Source: an optimization exercise on an open RTL-to-GDS flow (aim: small area, a short achievable clock period and few clock cycles per item). Production flows keep margins and buffers that such runs may drop.
For this run, only the layout was checked, not whether the RTL still works.
Power figures rest on the tool's default switching activity, not on a simulated workload.

File: design.v
module ptc_builder (
    input  wire        clk,
    input  wire        rst,
    input  wire        start,
    output wire        start_ready,
    input  wire [7:0]  cfg_dtype,
    input  wire [31:0] cfg_total,
    input  wire [15:0] cfg_cyl,
    input  wire [7:0]  cfg_heads,
    input  wire [7:0]  cfg_sect,
    input  wire [7:0]  cfg_ilv,
    input  wire [31:0] cfg_nfull,
    output wire [7:0]  rsvd_addr,
    input  wire [7:0]  rsvd_data,
    output wire        out_valid,
    input  wire        out_ready,
    output wire [7:0]  out_data,
    output wire        res_valid,
    output wire        res_refused,
    output wire        res_warn
);
    reg        scan;         
    reg        srdy;         
    reg        pend;         
    reg        cka;          
    reg        wa;           
    reg        dry;          
    reg        act;          
    reg        ov;           
    reg        lastb;        
    reg        rv;           
    reg        rref;         
    reg        rwarn;        
    reg  [7:0] od;           
    reg  [8:0] p;            
    reg [15:0] ck;           
    reg  [3:0] cn4;          
    reg        cbig;         
    reg  [7:0] dtype;
    reg [23:0] total;
    reg [15:0] cyl;
    reg  [7:0] heads;
    reg  [7:0] sect;
    reg  [7:0] ilv;
    reg  [3:0] n4;           
    reg        nhi;          
    reg        nmid;         
    reg        wtop;         
    assign start_ready = srdy;
    assign out_valid   = ov;
    assign out_data    = od;
    assign res_valid   = rv;
    assign res_refused = rref;
    assign res_warn    = rwarn;
    wire [8:0] laddr = {p[1], p[8:2], p[0]};
    wire [7:0] off   = laddr[7:0];
    assign rsvd_addr = off;
    wire big  = nhi | nmid;                  
    wire nz   = big | (n4 != 4'd0);          
    wire warn = wtop | nhi | (total[15:0] != 16'd0) | (total[19:16] != n4);
    wire [3:0] nm1 = cn4 - 4'd1;
    wire [7:0] kx0 = cbig ? 8'hA0
                   : {4'h5, cn4[0] ? cn4 : {~cn4[2] & ~cn4[1], ~cn4[1], 2'b10}};
    wire [7:0] kx1 = cbig ? 8'hB9
                   : {1'b0, ~(cn4 == 4'd1 || cn4 == 4'd3), 2'b00, nm1 ^ 4'h6};
    wire       hz  = (p[8:6] == 3'd0) | (wa & p[1]);
    wire [4:0] ho  = {p[5:2], p[0]};
    wire       cfgpos = (ho >= 5'h04) & (ho <= 5'h0D) & (ho != 5'h08);
    reg  [7:0] hbyte;
    always @(*) begin
        hbyte = rsvd_data;                   
        if (hz) case (ho)
            5'h00, 5'h01: hbyte = 8'hAE;
            5'h02:        hbyte = ck[7:0]  ^ kx0;
            5'h03:        hbyte = ck[15:8] ^ kx1;
            5'h04:        hbyte = dtype;
            5'h05:        hbyte = total[7:0];
            5'h06:        hbyte = total[15:8];
            5'h07:        hbyte = total[23:16];
            5'h09:        hbyte = cyl[7:0];
            5'h0A:        hbyte = cyl[15:8];
            5'h0B:        hbyte = heads;
            5'h0C:        hbyte = sect;
            5'h0D:        hbyte = ilv;
            5'h0E:        hbyte = 8'h00;
            5'h11, 5'h12, 5'h13, 5'h14: hbyte = 8'hFF;
            default:      hbyte = rsvd_data;
        endcase
    end
    wire rsvd_off = (p[8:6] != 3'd0) | (ho == 5'h08) | (ho == 5'h0F) | (ho == 5'h10)
                  | (ho >= 5'h15);
    wire [3:0] ei = laddr[7:4];              
    wire [3:0] eb = laddr[3:0];              
    wire i_lt = cbig | (ei < cn4);           
    wire i_eq = ~cbig & (ei == cn4);         
    wire i_le = i_lt | i_eq;
    wire [3:0] eim1 = ei - 4'd1;
    wire [3:0] eip1 = ei + 4'd1;
    reg [7:0] ebyte;
    always @(*) begin
        case (eb)
            4'd0: ebyte = !i_le ? 8'h00 : (ei == 4'd0) ? 8'h01 : (ei == 4'd1) ? 8'h00
                        : {4'hF, 4'd1 - ei};                
            4'd1: ebyte = (i_le && ei >= 4'd2) ? 8'hFF : 8'h00;
            4'd2: ebyte = !i_le ? {4'd0, cn4} : (ei == 4'd0) ? 8'h00 : (ei == 4'd1) ? 8'h01
                        : {4'd0, eim1};
            4'd3: ebyte = i_lt ? 8'hFF : i_eq ? {4'd0, nm1} : 8'h00;
            4'd4: ebyte = i_lt ? 8'hFF : 8'h00;
            4'd5: ebyte = (ei < 4'd4 && (ei == 4'd0 || i_lt)) ? 8'h40 : 8'h00;
            4'd6: ebyte = 8'hC1;
            4'd7: ebyte = 8'hC5;
            4'd8: ebyte = (ei < 4'd9) ? {4'hB, eip1} : 8'hB1;
            4'd9: ebyte = (ei < 4'd9) ? 8'hA0 : {4'hB, ei - 4'd9};
            default: ebyte = 8'hA0;
        endcase
    end
    wire [7:0] nbyte = p[1] ? ebyte : hbyte;
    wire load    = act & (~ov | out_ready);
    wire step    = load | dry;               
    wire plast   = (p == 9'd511);
    wire take    = start & srdy;
    wire idle    = ~act & ~ov;
    wire begin_b = pend & nz & cka & ~act & (~ov | (out_ready & lastb));
    wire refuse  = pend & ~nz & idle;        
    wire pend_n  = take | (pend & ~begin_b & ~refuse);
    wire want    = pend & nz & ~cka;         
    wire cfgacc  = step & cfgpos & (p[1] ? wa : (p[8:6] == 3'd0) & (act | dry));
    wire acc     = (scan & rsvd_off) | cfgacc;
    wire wend    = wa & step & (p[5:0] == 6'd27);
    wire dend    = dry & (p[4:0] == 5'd25);
    always @(posedge clk) begin
        if (rst) begin
            scan <= 1'b1;
            srdy <= 1'b0;
            pend <= 1'b0;
            cka  <= 1'b0;
            wa   <= 1'b0;
            dry  <= 1'b0;
            act  <= 1'b0;
            ov   <= 1'b0;
            rv   <= 1'b0;
            p    <= 9'd0;
            ck   <= 16'd0;
        end else begin
            rv   <= (ov & out_ready & lastb) | refuse;
            pend <= pend_n;
            act  <= begin_b | (act & ~(load & plast));
            ov   <= load | (ov & ~out_ready);
            srdy <= ~scan & ~pend_n & ~begin_b & (~act | (p[8:5] != 4'd0));
            if (take | begin_b)
                cka <= 1'b0;
            else if (wend | dend)
                cka <= 1'b1;
            if (wend)
                wa <= 1'b0;
            else if (want & ~wa & ~dry & act & (p[8:6] != 3'd0) & (p[5:3] == 3'd0))
                wa <= 1'b1;
            if (dend)
                dry <= 1'b0;
            else if (want & ~wa & ~act)
                dry <= 1'b1;
            if (acc) begin
                if (p[0]) ck[15:8] <= ck[15:8] ^ hbyte;
                else      ck[7:0]  <= ck[7:0]  ^ hbyte;
            end
            if (scan & (off == 8'hFF))
                scan <= 1'b0;
            if (dend)
                p <= 9'd0;
            else if (scan | step)
                p <= p + {7'd0, p[0] & scan, 1'b1};
        end
    end
    always @(posedge clk) begin
        if (load) begin
            od    <= nbyte;
            lastb <= plast;
        end
        if (begin_b) begin
            cn4  <= n4;
            cbig <= big;
        end
        if (srdy) begin
            dtype <= cfg_dtype;
            total <= cfg_total[23:0];
            cyl   <= cfg_cyl;
            heads <= cfg_heads;
            sect  <= cfg_sect;
            ilv   <= cfg_ilv;
            n4    <= cfg_nfull[3:0];
            nhi   <= (cfg_nfull[31:16] != 16'd0);
            nmid  <= (cfg_nfull[15:4] != 12'd0);
            wtop  <= (cfg_total[31:20] != cfg_nfull[15:4]);
        end
        if (refuse)
            rref <= 1'b1;
        else if (load & (p == 9'd0)) begin
            rref  <= 1'b0;
            rwarn <= warn;
        end
    end
endmodule
File: flow/run.sh
#!/bin/bash
# The standard layout (the standard.sh, unchanged synthesis and steps),
# with one change: the port buffers that global placement inserts on every
# input and output are sky130_fd_sc_hd__buf_1 cells instead of the cell
# buffer_ports picks by itself (clkdlybuf4s50_1, a slow delay buffer).
set -euo pipefail
bash standard.sh "BUFFER_PORTS_ARGS=-buffer_cell sky130_fd_sc_hd__buf_1" finish > make_finish.log 2>&1
File: standard.sh
#!/bin/bash
# synth_recipe.tcl (not shown) runs the flow's synth.tcl, then flattens the netlist and writes it again
# the make line also repeats each setting of config.mk as NAME=value (left out here)
make -C /OpenROAD-flow-scripts/flow DESIGN_CONFIG=/design/flow/config.mk WORK_HOME=/design/flow/orfs CLKGATE_MAP_FILE= SYNTH_SCRIPT=/design/flow/synth_recipe.tcl "${@:-finish}"
File: config.mk
export PLATFORM = sky130hd
export DESIGN_NAME = ptc_builder
export DESIGN_NICKNAME = ptc_builder
export VERILOG_FILES = /design/flow/design.v
export SDC_FILE = /design/flow/constraint.sdc
export NUM_CORES = 4
export LEC_CHECK = 0
export CAP_MARGIN = 20
export CORE_MARGIN = 2
export CORE_UTILIZATION = 40
export PLACE_DENSITY = 0.6
export SLEW_MARGIN = 65
File: constraint.sdc
create_clock -name core_clock -period 10.0 [get_ports {clk}]
set_input_delay 2.0000 -clock core_clock [delete_from_list [all_inputs] [get_ports {clk}]]
set_output_delay 2.0000 -clock core_clock [all_outputs]
set_load 0.01 [all_outputs]
==> results.txt <==
power groups by stage:
stage	registers, mW	logic [mW]	clock network (mW)
floorplan	0.591	0.0789	0
CTS	0.582	0.133	0.662
global route	0.582	0.149	0.681
finish	0.582	0.139	0.656
detailed placement	0.593	0.132	0
global placement	0.593	0.126	0
state kept, by name (all words and copies together) (netlist names), 4 cells and up:
| name | cells |
|---|---|
| dtype | 8 |
| n4 | 4 |
| ilv | 8 |
| p | 9 |
| cyl | 16 |
| total | 24 |
| heads | 8 |
| sect | 8 |
| cn4 | 4 |
| ck | 16 |
| od | 8 |
worst min-delay path, cell delays in order, from the launching register on:
cell     delay (ns)
dfxtp_1        0.31
inv_1          0.05
a21oi_1        0.05
synthesized netlist by cell type, drive strengths merged, types with 4 or more instances:
library cell	n
and3b	4
or4	5
a21o	4
o21a	4
nor3	12
a21oi	30
dfxtp	35
nor4	23
buf	34
clkbuf	10
o211ai	6
a211o	8
o22ai	5
a31oi	6
xnor2	16
nor2	50
ha	17
edfxtp	94
mux2	14
a22oi	9
a22o	7
inv	16
and2	5
nor3b	6
nor2b	24
mux2i	10
nand4	7
or3	10
and3	12
nand2b	8
nand2	33
o2111ai	4
nand3	27
o21ai	29
a211oi	17
o32ai	5
xor2	20
a2111oi	5
layer usage:
layer  GRT usage [%]  part of all wire, %  vias to the layer above
met5               0                    0                        -
met4           12.30                  4.2                        0
met3           5.057                  7.3                       62
met2           36.79                   47                      293
met1           29.89                   42                     2932
li1                -                    -                     2814
how the worst max path moves through the flow:
stage | from | end | slack (ns) | cells after the start
finish | out_ready | ck[12] | 6.41 | 7
global route | out_ready | ck[2] | 6.28 | 7
CTS | out_ready | ck[2] | 6.47 | 7
detailed placement | out_ready | ck[2] | 6.05 | 7
global placement | out_ready | ck[6] | 6.09 | 7
floorplan | srdy | start_ready | 5.90 | 0
per-stage QoR:
| step | utilization (%) | worst slack [ns] | cells |
|---|---|---|---|
| floorplan | - | 5.905 | 670 |
| global placement | 43.89 | 6.094 | 1007 |
| detailed placement | 44.76 | 6.052 | 1010 |
| CTS | 48.22 | 6.465 | 1042 |
| global route | 48.54 | 6.276 | 1042 |
| finish | 48.54 | 6.415 | 1042 |
area by class of cell:
| cell class | count | area [sq um] | area share (%) |
|---|---|---|---|
| clock buffers | 17 | 425.4 | 4.930 |
| clock inverters | 15 | 190.2 | 2.204 |
| inverters | 18 | 67.56 | 0.7829 |
| multi-input cells | 479 | 3481 | 40.34 |
| flip-flops and latches | 129 | 3528 | 40.89 |
| well taps | 229 | 286.5 | 3.320 |
| repair buffers | 155 | 650.6 | 7.540 |
kinds of logic (layout without fill, tap and decap cells):
kind of cell	count (synthesis)	after routing
AO/OA/AOI/OAI	163	163
XOR/XNOR	36	36
adder cells (fa/ha/maj)	18	18
buffers and inverters	62	205
flip-flops	129	129
multiplexers	24	24
AND/OR/NAND/NOR	238	238
==> flow_metrics.env <==
export IMPL_grt_max_degree=45
export IMPL_min_period_ns=3.585
export IMPL_clock_path_buffers=2
export IMPL_core_area_sq_um=17780
export IMPL_r2r_end="od[2]"
export IMPL_synthAdderAreaFrac_pct=3.235
export IMPL_crit_path_top_delay_cell="nor4_2"
export IMPL_power_density_nw_per_um2=159.5
export IMPL_synth_top_family_by_area="simple AND/OR/NAND/NOR gates"
export IMPL_grt_total_usage_pct=23.21
export IMPL_hp_class="register to register"
export IMPL_worstPathArrival_ns=3.89
export IMPL_synth_xor_area_share_pct=4.383
export IMPL_critPathMaxStageDelay_ns=0.49
export IMPL_setup_violations=0
export IMPL_crit_family="simple AND/OR/NAND/NOR gates"
export IMPL_ios=145
export IMPL_slew_violations=0
export IMPL_r2r_slack_ns=6.55
export IMPL_worst_path_max_fanout=10
export IMPL_setup_tns_ns=0
export IMPL_gp_congestion=0.9338
export IMPL_vias_per_cell=5.855
export IMPL_switching_power_mw=0.3333
export IMPL_portBuffers=144
export IMPL_end_kind="register"
export IMPL_yosysTopAreaCell="edfxtp_1"
export IMPL_clk_pin_slew_ns=0.06
export IMPL_rsz0062_at_grt="no"
export IMPL_fp_dieW_um=138.1
export IMPL_grt_pass1_wl_um=34150
export IMPL_antenna_cells=0
export IMPL_antenna_found_initial=0
export IMPL_crit_type="input port to register"
export IMPL_p_seq_share_pct=42.3
export IMPL_timing_fmax_mhz=278.9
export IMPL_ys_types=84
export IMPL_period_share_pct=35.85
export IMPL_die_h_um=138.1
export IMPL_rows=49
export IMPL_fin_worst_skew_ns=0.01100
export IMPL_ant_nets=0
export IMPL_async_flop_share_pct=0
export IMPL_cts_sinks=129
export IMPL_netlist_area_sq_um=7193
export IMPL_holdCritStartpoint="rref"
export IMPL_cts_setup_buffers=0
export IMPL_yosysTopAreaCellShare_pct=39.24
export IMPL_layout_commonest_cell="buf_1"
export IMPL_yosysSeqAreaShare_pct=48.98
export IMPL_reg2reg_from="p[5]"
export IMPL_synthTopCellsByArea="edfxtp_1, dfxtp_1, ha_1, nor2_1, xor2_1"
export IMPL_hold_viol_final=0
export IMPL_clk_latency_ns=0.43
export IMPL_drt_total_wl_um=22400
export IMPL_synth_area_mux_share_pct=3.583
export IMPL_hold_path_depth=2
export IMPL_dieArea_sq_um=19070
export IMPL_cts_root_buf="clkbuf_16"
export IMPL_hpwlAfterDp_um=16480
export IMPL_drt_first_pass_iters=7
export IMPL_synth_ff_type="edfxtp_1"
export IMPL_synth_edff_count=94
export IMPL_rr_worst_depth=9
export IMPL_cts_resized=0
export IMPL_layout_drive_gt1_share_pct=9.963
export IMPL_placed_area_sq_um=7958
export IMPL_hold_end="rref"
export IMPL_crit_buf_inv=1
export IMPL_fin_area_sq_um=8630
export IMPL_hold_buffers=0
export IMPL_totalPowerFinal_mw=1.376
export IMPL_maxCapViolCount=0
export IMPL_numCtsBuffers=17
export IMPL_synth_fp_nets=812
export IMPL_htree_levels=4
export IMPL_wl_per_cell_um=21.50
export IMPL_vias=6101
export IMPL_synthCells=670
export IMPL_grt_pass1_vias=6176
export IMPL_slew_limit_headroom_pct=65.46
export IMPL_start_util_pct=40.46
export IMPL_crit_path_cell_trace="buf_1, nand2b_1, a21oi_1, nor4_2, o21ai_2, a211oi_1, mux2_1"
export IMPL_grt_overflow=0
export IMPL_swShare_pct=24.22
export IMPL_synth_compound_area_share_pct=16.75
export IMPL_synthToLayoutAreaGrowth_pct=19.97
export IMPL_start_kind="input port"
export IMPL_p_leak_nw=2.883
export IMPL_comb_power_share_pct=10.1
export IMPL_fin_nets=942
export IMPL_layout_common_cells="buf_1, edfxtp_1, nor2_1"
export IMPL_yosysWarningCount=1
export IMPL_ir_drop_mv=0.1233
export IMPL_drt_initial_drc_count=477
export IMPL_tightest_slew_ns=0.5175
export IMPL_avgSynthCellArea_sq_um=10.74
export IMPL_synth_simple_area_share_pct=18.23
export IMPL_hold_ws_ns=0.4531
export IMPL_cp_required_ns=10.31
export IMPL_power_frac_clock_pct=47.6
export IMPL_status="no timing/DRC/antenna violations"
export IMPL_tritoncts="yes"
export IMPL_nFillCells=1680
export IMPL_drc=0
export IMPL_ys_seq_elements=129
export IMPL_internal_power_mw=1.043

## afterwards: timing with drivers on the ports
No port has a modelled driver above. Below, the same layout with a new extraction and two added sets of constraints.
Step 1 (the two cells are an assumption about what drives the block):
set clk [get_ports {clk}]
set_driving_cell -lib_cell sky130_fd_sc_hd__clkbuf_16 $clk
set_driving_cell -lib_cell sky130_fd_sc_hd__buf_2 [delete_from_list [all_inputs] $clk]
Step 2 moves the port delays by t, midway between the first and last clock arrival at a register: inputs arrive t later, outputs are due t later. That takes back most of the time a late clock gives input paths.
Three values: ideal, step 1, step 2; two values: the first two.
shift t [ns]: 0.465
setup slack, ns: 6.415 / 6.429 / 5.964
worst setup path after step 2: input to register
worst data-port slew with drivers (ns): 0.04
pins driven straight from the clock port: 1
After both steps this run still meets setup and hold. For this run, drivers alone change the setup slack by +0.014 ns; drivers and shift together by -0.451 ns.
